Context: an optimization exercise on an open-source flow, tuned for small area. The choices shown serve that exercise and are no tape-out recipe. Function was checked by simulation only, so behaviour that the tests miss may differ from the original.

==> inputs of exp/nickel <==
## updc
module updc (
    input             clk,
    input             rst,
    input             echo,
    input             btn1,
    input             btn2,
    input             adc_done,
    input      [11:0] adc_data,
    input             bus_en,
    input             bus_we,
    input      [7:0]  bus_addr,
    input      [31:0] bus_wdata,
    output            trig,
    output     [11:0] dac_out,
    output reg        dac_we,
    output            led1,
    output            led2,
    output            irq,
    output reg [31:0] bus_rdata
);
==> flow/config.mk <==
export PLATFORM = sky130hd
export DESIGN_NAME = updc
export DESIGN_NICKNAME = updc
export VERILOG_FILES = /design/flow/design.v
export SDC_FILE = /design/flow/constraint.sdc
export NUM_CORES = 4
export LEC_CHECK = 0
export ABC_AREA = 1
export CAP_MARGIN = 20
export CORE_MARGIN = 2
export CORE_UTILIZATION = 40
export PLACE_DENSITY = 0.6
export SLEW_MARGIN = 20
==> flow/constraint.sdc <==
create_clock -name core_clock -period 100.0 [get_ports {clk}]
set_input_delay 20.0000 -clock core_clock [delete_from_list [all_inputs] [get_ports {clk}]]
set_output_delay 20.0000 -clock core_clock [all_outputs]
set_load 0.01 [all_outputs]
standard.sh (not shown) runs the stock make flow with config.mk's settings and CLKGATE_MAP_FILE= SYNTH_SCRIPT=/design/flow/synth_recipe.tcl, a recipe that flattens the netlist after the stock synthesis.
==> flow/flow/run.sh <==
#!/bin/bash
# Standard layout with two changes: ports are buffered with the smallest
# buffer, and clock tree synthesis uses small buffers without dummy loads.
set -euo pipefail
export BUFFER_PORTS_ARGS="-buffer_cell sky130_fd_sc_hd__buf_1"
export CTS_ARGS="-sink_clustering_enable -repair_clock_nets -dont_use_dummy_load -buf_list sky130_fd_sc_hd__clkbuf_16 -sink_clustering_size 25 -sink_clustering_max_diameter 80"
bash standard.sh > run_standard.log 2>&1
==> exp/willow (differences from exp/nickel) <==
--- a/flow/design.v
+++ b/flow/design.v
@@ -95,18 +95,18 @@
     reg        mel_on;       
     reg [14:0] idle_cnt;     
     reg [3:0]  snap_note;
     reg [1:0]  snap_oct;
     reg [3:0]  cur_note;
     reg [1:0]  cur_oct;
     reg        btn1_q, btn2_q;
     reg        fa, fdiv;
-    reg [16:0] fx;           
-    reg [7:0]  frem;         
+    reg [16:0] fxn;          
+    reg [7:0]  fremn;        
     reg        fs, fup;      
     reg [4:0]  fq;
     reg [9:0]  fw;
     reg        ma, mdiv;
     reg [1:0]  mrep;
     reg        ms, mup;
     reg [4:0]  mq;
     reg        lw;           
@@ -154,16 +154,39 @@
             for (i = 0; i < 32; i = i + 1) begin
                 bi = (i < 7) ? b[i] : 1'b0;
                 add32s[i] = a[i] ^ bi ^ c;
                 c = (a[i] & bi) | (c & (a[i] ^ bi));
             end
             add32s[32] = c;
         end
     endfunction
+    function [8:0] add8(input [7:0] a, input [7:0] b, input cin);
+        integer i; reg c;
+        begin
+            c = cin;
+            for (i = 0; i < 8; i = i + 1) begin
+                add8[i] = a[i] ^ b[i] ^ c;
+                c = (a[i] & b[i]) | (c & (a[i] ^ b[i]));
+            end
+            add8[8] = c;
+        end
+    endfunction
+    function [17:0] add17(input [16:0] a, input [1:0] b, input cin);
+        integer i; reg c, bi;
+        begin
+            c = cin;
+            for (i = 0; i < 17; i = i + 1) begin
+                bi = (i < 2) ? b[i] : 1'b0;
+                add17[i] = a[i] ^ bi ^ c;
+                c = (a[i] & bi) | (c & (a[i] ^ bi));
+            end
+            add17[17] = c;
+        end
+    endfunction
     function [8:0] sub8(input [7:0] a, input [7:0] b, input bin);
         integer i; reg w;
         begin
             w = bin;
             for (i = 0; i < 8; i = i + 1) begin
                 sub8[i] = a[i] ^ b[i] ^ w;
                 w = (~a[i] & b[i]) | (w & ~(a[i] ^ b[i]));
             end
@@ -264,19 +287,19 @@
             3'd5: begin c1 = 2'd2; c0 = 8'd44;  end
             3'd6: begin c1 = 2'd2; c0 = 8'd4;   end
             default: begin c1 = 2'd1; c0 = 8'd146; end
         endcase
     end
     wire       f_step  = fa && !firing;
     wire       fw_zero = (fw == 10'd0);
     wire       f_slot  = f_step && fw_zero;
-    wire [8:0] rem_d   = sub8(frem, c0, 1'b0);
+    wire [8:0] rem_d   = add8(fremn, c0, 1'b0);
     wire       rem_b   = rem_d[8];
-    wire [17:0] fx_d   = sub17(fx, c1, rem_b);
+    wire [17:0] fx_d   = add17(fxn, c1, rem_b);
     wire       f_nz    = !fx_d[17];           
     wire       fv_we   = f_slot && f_nz;
     wire       fv_done = f_slot && !f_nz;
     wire       f_wrap  = fs && !fup && (fq == 5'd2);    
     wire       mw_zero = (idle_cnt[9:0] == 10'd0);
     wire       m_slot  = ma && mw_zero;
     wire       mv_we   = m_slot && (mrep != 2'd0);
     wire       m_done  = m_slot && (mrep == 2'd0);
@@ -307,21 +330,21 @@
         dacc <= dacc_clr ? 32'd0 : dacc_sum[31:0];
         dsat <= !dacc_clr && (dsat || dacc_sum[32]);
         if (dacc_clr)
             drem <= 4'd0;
         else if (cnt_step && q_step)
             drem <= r9 ? 4'd0 : inc4(drem);
         if (fv_load) begin
             fdiv <= (vlevel == 2'd2);
-            fx   <= play_x;
-            frem <= 8'd0;
+            fxn   <= ~play_x;
+            fremn <= 8'hFF;
         end else if (fv_we && f_wrap) begin
-            fx   <= fx_d[16:0];
-            frem <= rem_b ? sub8(rem_d[7:0], 8'd96, 1'b0) : rem_d[7:0];
+            fxn   <= fx_d[16:0];
+            fremn <= rem_b ? add8(rem_d[7:0], 8'd96, 1'b0) : rem_d[7:0];
         end
         if (mv_load) begin
             mdiv <= (vlevel == 2'd2);
             mrep <= (mel_on && (cur_note == 4'd6)) ? 2'd2 : 2'd1;    
         end else if (mv_we && m_wrap) begin
             mrep <= {mrep[1] & mrep[0], ~mrep[0]};
         end
         if (fv_we)
==> flow/flow/run.sh (replaced) <==
#!/bin/bash
# The standard layout (standard.sh, unchanged synthesis) with two changes:
# ports are buffered with the smallest buffer (buf_1), and clock tree synthesis
# clusters more flip-flops per clkbuf_16 and inserts no dummy loads.
set -euo pipefail
export BUFFER_PORTS_ARGS="-buffer_cell sky130_fd_sc_hd__buf_1"
export CTS_ARGS="-sink_clustering_enable -repair_clock_nets -dont_use_dummy_load -buf_list sky130_fd_sc_hd__clkbuf_16 -sink_clustering_size 28 -sink_clustering_max_diameter 80"
bash standard.sh > run_standard.log 2>&1
- CORE_UTILIZATION: 40 -> 65
- PLACE_DENSITY: 0.6 -> 0.8
==> exp/harbor (differences from exp/nickel) <==
--- a/flow/design.v
+++ b/flow/design.v
@@ -79,41 +79,41 @@
     reg [8:0]  irq_en;
     reg [31:0] tmo;
     reg [31:0] dist_q;
     reg [31:0] pwcnt;
     reg [2:0]  rng_st;
     reg [31:0] rcnt;         
     reg [31:0] dacc;         
     reg [3:0]  drem;         
-    reg        dsat;         
     reg        tmo_en;
     reg [31:0] tmo_left;
     reg        adc_pend;
     reg [11:0] adc_q;
     reg [11:0] adc_raw;
     reg        vol_ok;
     reg        firing;
     reg        mel_on;       
-    reg [14:0] idle_cnt;     
+    reg [14:0] idle_cnt;
     reg [3:0]  snap_note;
     reg [1:0]  snap_oct;
     reg [3:0]  cur_note;
     reg [1:0]  cur_oct;
     reg        btn1_q, btn2_q;
     reg        fa, fdiv;
     reg [16:0] fx;           
     reg [7:0]  frem;         
     reg        fs, fup;      
     reg [4:0]  fq;
     reg [9:0]  fw;
     reg        ma, mdiv;
     reg [1:0]  mrep;
     reg        ms, mup;
     reg [4:0]  mq;
+    reg [9:0]  mw;
     reg        lw;           
     reg [1:0]  dmode;        
     function [31:0] inc32(input [31:0] a, input cin);
         integer i; reg c;
         begin c = cin; for (i = 0; i < 32; i = i + 1) begin inc32[i] = a[i] ^ c; c = c & a[i]; end end
     endfunction
     function [31:0] dec32(input [31:0] a);
         integer i; reg b;
@@ -271,17 +271,17 @@
     wire       f_slot  = f_step && fw_zero;
     wire [8:0] rem_d   = sub8(frem, c0, 1'b0);
     wire       rem_b   = rem_d[8];
     wire [17:0] fx_d   = sub17(fx, c1, rem_b);
     wire       f_nz    = !fx_d[17];           
     wire       fv_we   = f_slot && f_nz;
     wire       fv_done = f_slot && !f_nz;
     wire       f_wrap  = fs && !fup && (fq == 5'd2);    
-    wire       mw_zero = (idle_cnt[9:0] == 10'd0);
+    wire       mw_zero = (mw == 10'd0);
     wire       m_slot  = ma && mw_zero;
     wire       mv_we   = m_slot && (mrep != 2'd0);
     wire       m_done  = m_slot && (mrep == 2'd0);
     wire       m_wrap  = ms && !mup && (mq == 5'd2);
     wire st_trig_hi  = (rng_st == R_TRIG_HIGH);
     wire st_wait_st  = (rng_st == R_WAIT_STALE);
     wire st_wait_ri  = (rng_st == R_WAIT_RISE);
     wire st_count    = (rng_st == R_COUNT);
@@ -299,18 +299,17 @@
     wire        r9       = (drem == 4'd9);
     wire [6:0]  d_inc    = !cnt_step ? 7'd0 : q_step ? (r9 ? 7'd79 : 7'd78) : 7'd77;
     wire [32:0] dacc_sum = add32s(dacc, d_inc);
     always @(posedge clk) begin
         adc_q    <= adc_data;
         tmo_left <= trig_end ? tmo : dec32(tmo_left);
         if (trig_end) tmo_en <= (tmo != 32'd0);
         rcnt <= rcnt_clr ? 32'd0 : inc32(rcnt, in_trig || cnt_step);
-        dacc <= dacc_clr ? 32'd0 : dacc_sum[31:0];
-        dsat <= !dacc_clr && (dsat || dacc_sum[32]);
+        dacc <= dacc_clr ? 32'd0 : (dacc_sum[31:0] | {32{dacc_sum[32]}});
         if (dacc_clr)
             drem <= 4'd0;
         else if (cnt_step && q_step)
             drem <= r9 ? 4'd0 : inc4(drem);
         if (fv_load) begin
             fdiv <= (vlevel == 2'd2);
             fx   <= play_x;
             frem <= 8'd0;
@@ -351,16 +350,17 @@
             cur_oct   <= 2'd0;
             btn1_q    <= 1'b0;
             btn2_q    <= 1'b0;
             fa        <= 1'b0;
             fs        <= 1'b1; fup <= 1'b0; fq <= 5'd1;
             fw        <= 10'd0;
             ma        <= 1'b0;
             ms        <= 1'b1; mup <= 1'b0; mq <= 5'd1;
+            mw        <= 10'd0;
             dmode     <= 2'd0;
             dac_we    <= 1'b0;
         end else begin
             rng_done  <= (convert || tmo_fire) || (rng_done  && !(wr_status && bus_wdata[4]));
             rng_tmo   <= tmo_fire              || (rng_tmo   && !(wr_status && bus_wdata[5]));
             syn_done  <= (play_go && play_silent) || fv_done ||
                                                   (syn_done  && !(wr_status && bus_wdata[6]));
             seq_start <= expire                || (seq_start && !(wr_status && bus_wdata[7]));
@@ -384,36 +384,34 @@
                         if (!echo) rng_st <= R_WAIT_RISE;
                     end else if (st_wait_ri) begin
                         if (echo) rng_st <= R_COUNT;
                     end else begin
                         if (!echo) rng_st <= R_CONVERT;
                     end
                 end
                 R_CONVERT: begin
-                    dist_q <= dacc | {32{dsat}};
+                    dist_q <= dacc;
                     pwcnt  <= rcnt;
                     rng_st <= R_IDLE;
                 end
                 default: rng_st <= R_IDLE;
             endcase
             adc_pend <= adc_done;
             if (adc_pend) begin
                 adc_raw <= adc_q;
                 vol_ok  <= 1'b1;
             end
             btn1_q  <= btn1;
             btn2_q  <= btn2;
             if (play_go) begin
                 cur_note <= c_note;
                 cur_oct  <= c_oct;
             end
-            idle_cnt <= (rearm_go || mel_exit) ? IDLE_TICKS :
-                        mv_we ? {5'd0, per_m1} :
-                        dec15(idle_cnt, !firing || (ma && !mw_zero));
+            idle_cnt <= (rearm_go || mel_exit) ? IDLE_TICKS : dec15(idle_cnt, !firing);
             if (expire) begin
                 firing  <= 1'b1;
                 if (play_go) begin
                     snap_note <= c_note;
                     snap_oct  <= c_oct;
                 end else begin
                     snap_note <= cur_note;
                     snap_oct  <= cur_oct;
@@ -430,16 +428,17 @@
             end
             if (fv_load)      fa <= 1'b1;
             else if (fv_done) fa <= 1'b0;
             if (fv_we) {fs, fup, fq} <= step_pos(fs, fup, fq);
             fw <= fv_we ? per_m1 : dec10(fw, f_step && !fw_zero);
             if (mv_load)     ma <= 1'b1;
             else if (m_done) ma <= 1'b0;
             if (mv_we) {ms, mup, mq} <= step_pos(ms, mup, mq);
+            mw <= mv_we ? per_m1 : dec10(mw, ma && !mw_zero);
             if (fv_we)
                 dmode <= {fdiv, !fdiv};
             else if (mv_we)
                 dmode <= {mdiv, !mdiv};
             dac_we <= fv_we || mv_we;
         end
     end
     updc_voice u_dac (
@@ -478,13 +477,13 @@
                     ({32{sel[2]}}  & {19'd0, irq_en, 4'd0}) |
                     ({32{sel[3]}}  & tmo) |
                     ({32{sel[4]}}  & dist_q) |
                     ({32{sel[5]}}  & pwcnt) |
                     ({32{sel[6]}}  & {28'd0, mnote}) |
                     ({32{sel[7]}}  & {13'd0, adc_pend, vlevel, 4'd0, adc_raw}) |
                     ({32{sel[8]}}  & {26'd0, cur_oct, cur_note}) |
                     ({32{sel[9]}}  & {28'd0, btn2_q, btn1_q, oct_sel}) |
-                    ({32{sel[10] && !firing}} & {17'd0, idle_cnt}) |
+                    ({32{sel[10]}} & {17'd0, idle_cnt}) |
                     ({32{sel[11]}} & {20'd0, ma, firing, snap_oct, snap_note, mel_idx}) |
                     ({32{sel[12]}} & {15'd0, dac_we, 4'd0, dac_out});
     end
 endmodule
==> flow/run.sh (new file) <==
#!/bin/bash
# synth_recipe.tcl (not shown) runs the flow's synth.tcl, then flattens the netlist and writes it again
# the make line also repeats each setting of config.mk as NAME=value (left out here)
make -C /OpenROAD-flow-scripts/flow DESIGN_CONFIG=/design/flow/config.mk WORK_HOME=/design/flow/orfs CLKGATE_MAP_FILE= SYNTH_SCRIPT=/design/flow/synth_recipe.tcl finish
- ABC_AREA: 1 -> not set
- CTS_BUF_LIST: not set -> sky130_fd_sc_hd__clkbuf_16
- CTS_CLUSTER_DIAMETER: not set -> 60
- CTS_CLUSTER_SIZE: not set -> 20
removed: flow/flow/run.sh
removed: flow/standard.sh
==> exp/violet (differences from exp/nickel) <==
--- a/flow/design.v
+++ b/flow/design.v
@@ -95,18 +95,18 @@
     reg        mel_on;       
     reg [14:0] idle_cnt;     
     reg [3:0]  snap_note;
     reg [1:0]  snap_oct;
     reg [3:0]  cur_note;
     reg [1:0]  cur_oct;
     reg        btn1_q, btn2_q;
     reg        fa, fdiv;
-    reg [16:0] fx;           
-    reg [7:0]  frem;         
+    reg [16:0] fxn;          
+    reg [7:0]  fremn;        
     reg        fs, fup;      
     reg [4:0]  fq;
     reg [9:0]  fw;
     reg        ma, mdiv;
     reg [1:0]  mrep;
     reg        ms, mup;
     reg [4:0]  mq;
     reg        lw;           
@@ -154,16 +154,39 @@
             for (i = 0; i < 32; i = i + 1) begin
                 bi = (i < 7) ? b[i] : 1'b0;
                 add32s[i] = a[i] ^ bi ^ c;
                 c = (a[i] & bi) | (c & (a[i] ^ bi));
             end
             add32s[32] = c;
         end
     endfunction
+    function [8:0] add8(input [7:0] a, input [7:0] b, input cin);
+        integer i; reg c;
+        begin
+            c = cin;
+            for (i = 0; i < 8; i = i + 1) begin
+                add8[i] = a[i] ^ b[i] ^ c;
+                c = (a[i] & b[i]) | (c & (a[i] ^ b[i]));
+            end
+            add8[8] = c;
+        end
+    endfunction
+    function [17:0] add17(input [16:0] a, input [1:0] b, input cin);
+        integer i; reg c, bi;
+        begin
+            c = cin;
+            for (i = 0; i < 17; i = i + 1) begin
+                bi = (i < 2) ? b[i] : 1'b0;
+                add17[i] = a[i] ^ bi ^ c;
+                c = (a[i] & bi) | (c & (a[i] ^ bi));
+            end
+            add17[17] = c;
+        end
+    endfunction
     function [8:0] sub8(input [7:0] a, input [7:0] b, input bin);
         integer i; reg w;
         begin
             w = bin;
             for (i = 0; i < 8; i = i + 1) begin
                 sub8[i] = a[i] ^ b[i] ^ w;
                 w = (~a[i] & b[i]) | (w & ~(a[i] ^ b[i]));
             end
@@ -264,19 +287,19 @@
             3'd5: begin c1 = 2'd2; c0 = 8'd44;  end
             3'd6: begin c1 = 2'd2; c0 = 8'd4;   end
             default: begin c1 = 2'd1; c0 = 8'd146; end
         endcase
     end
     wire       f_step  = fa && !firing;
     wire       fw_zero = (fw == 10'd0);
     wire       f_slot  = f_step && fw_zero;
-    wire [8:0] rem_d   = sub8(frem, c0, 1'b0);
+    wire [8:0] rem_d   = add8(fremn, c0, 1'b0);
     wire       rem_b   = rem_d[8];
-    wire [17:0] fx_d   = sub17(fx, c1, rem_b);
+    wire [17:0] fx_d   = add17(fxn, c1, rem_b);
     wire       f_nz    = !fx_d[17];           
     wire       fv_we   = f_slot && f_nz;
     wire       fv_done = f_slot && !f_nz;
     wire       f_wrap  = fs && !fup && (fq == 5'd2);    
     wire       mw_zero = (idle_cnt[9:0] == 10'd0);
     wire       m_slot  = ma && mw_zero;
     wire       mv_we   = m_slot && (mrep != 2'd0);
     wire       m_done  = m_slot && (mrep == 2'd0);
@@ -307,21 +330,21 @@
         dacc <= dacc_clr ? 32'd0 : dacc_sum[31:0];
         dsat <= !dacc_clr && (dsat || dacc_sum[32]);
         if (dacc_clr)
             drem <= 4'd0;
         else if (cnt_step && q_step)
             drem <= r9 ? 4'd0 : inc4(drem);
         if (fv_load) begin
             fdiv <= (vlevel == 2'd2);
-            fx   <= play_x;
-            frem <= 8'd0;
+            fxn   <= ~play_x;
+            fremn <= 8'hFF;
         end else if (fv_we && f_wrap) begin
-            fx   <= fx_d[16:0];
-            frem <= rem_b ? sub8(rem_d[7:0], 8'd96, 1'b0) : rem_d[7:0];
+            fxn   <= fx_d[16:0];
+            fremn <= rem_b ? add8(rem_d[7:0], 8'd96, 1'b0) : rem_d[7:0];
         end
         if (mv_load) begin
             mdiv <= (vlevel == 2'd2);
             mrep <= (mel_on && (cur_note == 4'd6)) ? 2'd2 : 2'd1;    
         end else if (mv_we && m_wrap) begin
             mrep <= {mrep[1] & mrep[0], ~mrep[0]};
         end
         if (fv_we)
==> flow/flow/run.sh (replaced) <==
#!/bin/bash
# The standard layout (standard.sh, unchanged synthesis) with two changes:
# ports are buffered with the smallest buffer (buf_1), and clock tree synthesis
# clusters more flip-flops per clkbuf_16 and inserts no dummy loads.
set -euo pipefail
export BUFFER_PORTS_ARGS="-buffer_cell sky130_fd_sc_hd__buf_1"
export CTS_ARGS="-sink_clustering_enable -repair_clock_nets -dont_use_dummy_load -buf_list sky130_fd_sc_hd__clkbuf_16 -sink_clustering_size 28 -sink_clustering_max_diameter 80"
bash standard.sh > run_standard.log 2>&1
- CORE_UTILIZATION: 40 -> 75
- PLACE_DENSITY: 0.6 -> 0.9
==> flow_summary.json <==
{
  "multi_input_cells": 1500,
  "n_clock_buffer": 17,
  "core_area_um2": 26200,
  "leading_post_synthesis_cells_by_instance_count": "sky130_fd_sc_hd__nand2_1 (402), sky130_fd_sc_hd__inv_1 (357), sky130_fd_sc_hd__dfxtp_1 (313)",
  "timing.rr.end": "fxn[0]$_DFFE_PP_",
  "share_of_cell_area_taken_by_multi_input_logic_gates_pct": 47.6,
  "combinationalPower_uw": 29.3,
  "run_status": "complete, no violations",
  "worst_slew_pin_slew_ns": 1.14,
  "worst_slack_ns": 56.01,
  "die_width_um": 168
}
The numbers above come from exp/willow.

==> flow_summary.json <==
{
  "run_status": "complete, no violations",
  "n_clock_buffer": 30,
  "timing.rr.end": "fx[10]$_DFFE_PP_",
  "combinationalPower_uw": 30.8,
  "worst_slew_pin_slew_ns": 1.27,
  "leading_post_synthesis_cells_by_instance_count": "sky130_fd_sc_hd__dfxtp_1 (322), sky130_fd_sc_hd__nor2_1 (290), sky130_fd_sc_hd__nand2_1 (225)",
  "worst_slack_ns": 56.19,
  "synth-edff-count": 22,
  "die_width_um": 216,
  "share_of_cell_area_taken_by_multi_input_logic_gates_pct": 48.0,
  "core_area_um2": 44200
}
The numbers above come from exp/harbor.

==> flow_summary.json <==
{
  "synth.area.mux_share_pct": 0.115,
  "register_area_um2": 6930,
  "vdd.ir_drop.worst_v": 0.0000206,
  "drv_slew": 0,
  "share_of_cell_area_taken_by_multi_input_logic_gates_pct": 47.9,
  "num_vias": 16200,
  "maximum_number_of_buffers_from_clock_root_to_sink": 3,
  "antenna_left": 0,
  "run_status": "complete, no violations",
  "cp_data_arrival_time_ns": 23.61,
  "die_width_um": 156,
  "n_clock_buffer": 16,
  "routed_wl_um": 48800,
  "combinationalPower_uw": 29.7,
  "worst_slew_pin_slew_ns": 1.17,
  "core_area_um2": 22700,
  "max-slew-margin-rel_pct": 21.3
}
The numbers above come from exp/violet.

==> flow_summary.json <==
{
  "core_area_um2": 43100,
  "combinationalPower_uw": 30.2,
  "n_clock_buffer": 20,
  "detailroute.wirelength.met3_um": 4200,
  "multi_input_cells": 1527,
  "number_of_antenna_violations_at_the_first_check_in_global_routing": 3,
  "run_status": "complete, no violations",
  "share_of_cell_area_taken_by_multi_input_logic_gates_pct": 46.4,
  "leading_post_synthesis_cells_by_instance_count": "sky130_fd_sc_hd__nand2_1 (408), sky130_fd_sc_hd__inv_1 (370), sky130_fd_sc_hd__dfxtp_1 (313)",
  "worst_slew_pin_slew_ns": 1.01,
  "crit_required_ns": 80.00,
  "compound_cell_area_share_of_the_yosys_netlist_pct": 15.8,
  "timing.rr.end": "fx[10]$_DFFE_PP_",
  "die_width_um": 213
}
The numbers above come from exp/nickel.

-- static timing again, ports no longer ideal --
In the flow no input, the clock included, has a driving cell. The finished layouts below were timed again as built, in two steps. Step 1: set_driving_cell puts a clkbuf_16 on clk and a buf_2 on each other input, an assumption about the parent block. Step 2, shift: input delay + t, output delay - t, t = (earliest + latest rising clock arrival at the registers) / 2. This alone moves slack from input paths to output paths. a / b / c = ideal / step 1 / step 2; a / b = the first two.
run | shift t [ns] | slack for setup (ns) | worst setup path at the end | worst register clock-pin slew, ns | pins driven straight from the clock port
exp/nickel | 0.568 | 55.546 / 55.515 / 55.515 | input to output | 0.11 / 0.11 | 1
exp/willow | 0.562 | 56.011 / 55.988 / 55.988 | input to output | 0.11 / 0.11 | 1
exp/harbor | 0.639 | 56.188 / 56.141 / 56.141 | input to output | 0.08 / 0.08 | 1
exp/violet | 0.549 | 56.389 / 56.364 / 56.364 | input to output | 0.11 / 0.11 | 1
After both steps setup and hold are still met in every run listed. For exp/harbor, which loses most, drivers alone change the setup slack by -0.047 ns; drivers and shift together by -0.047 ns.
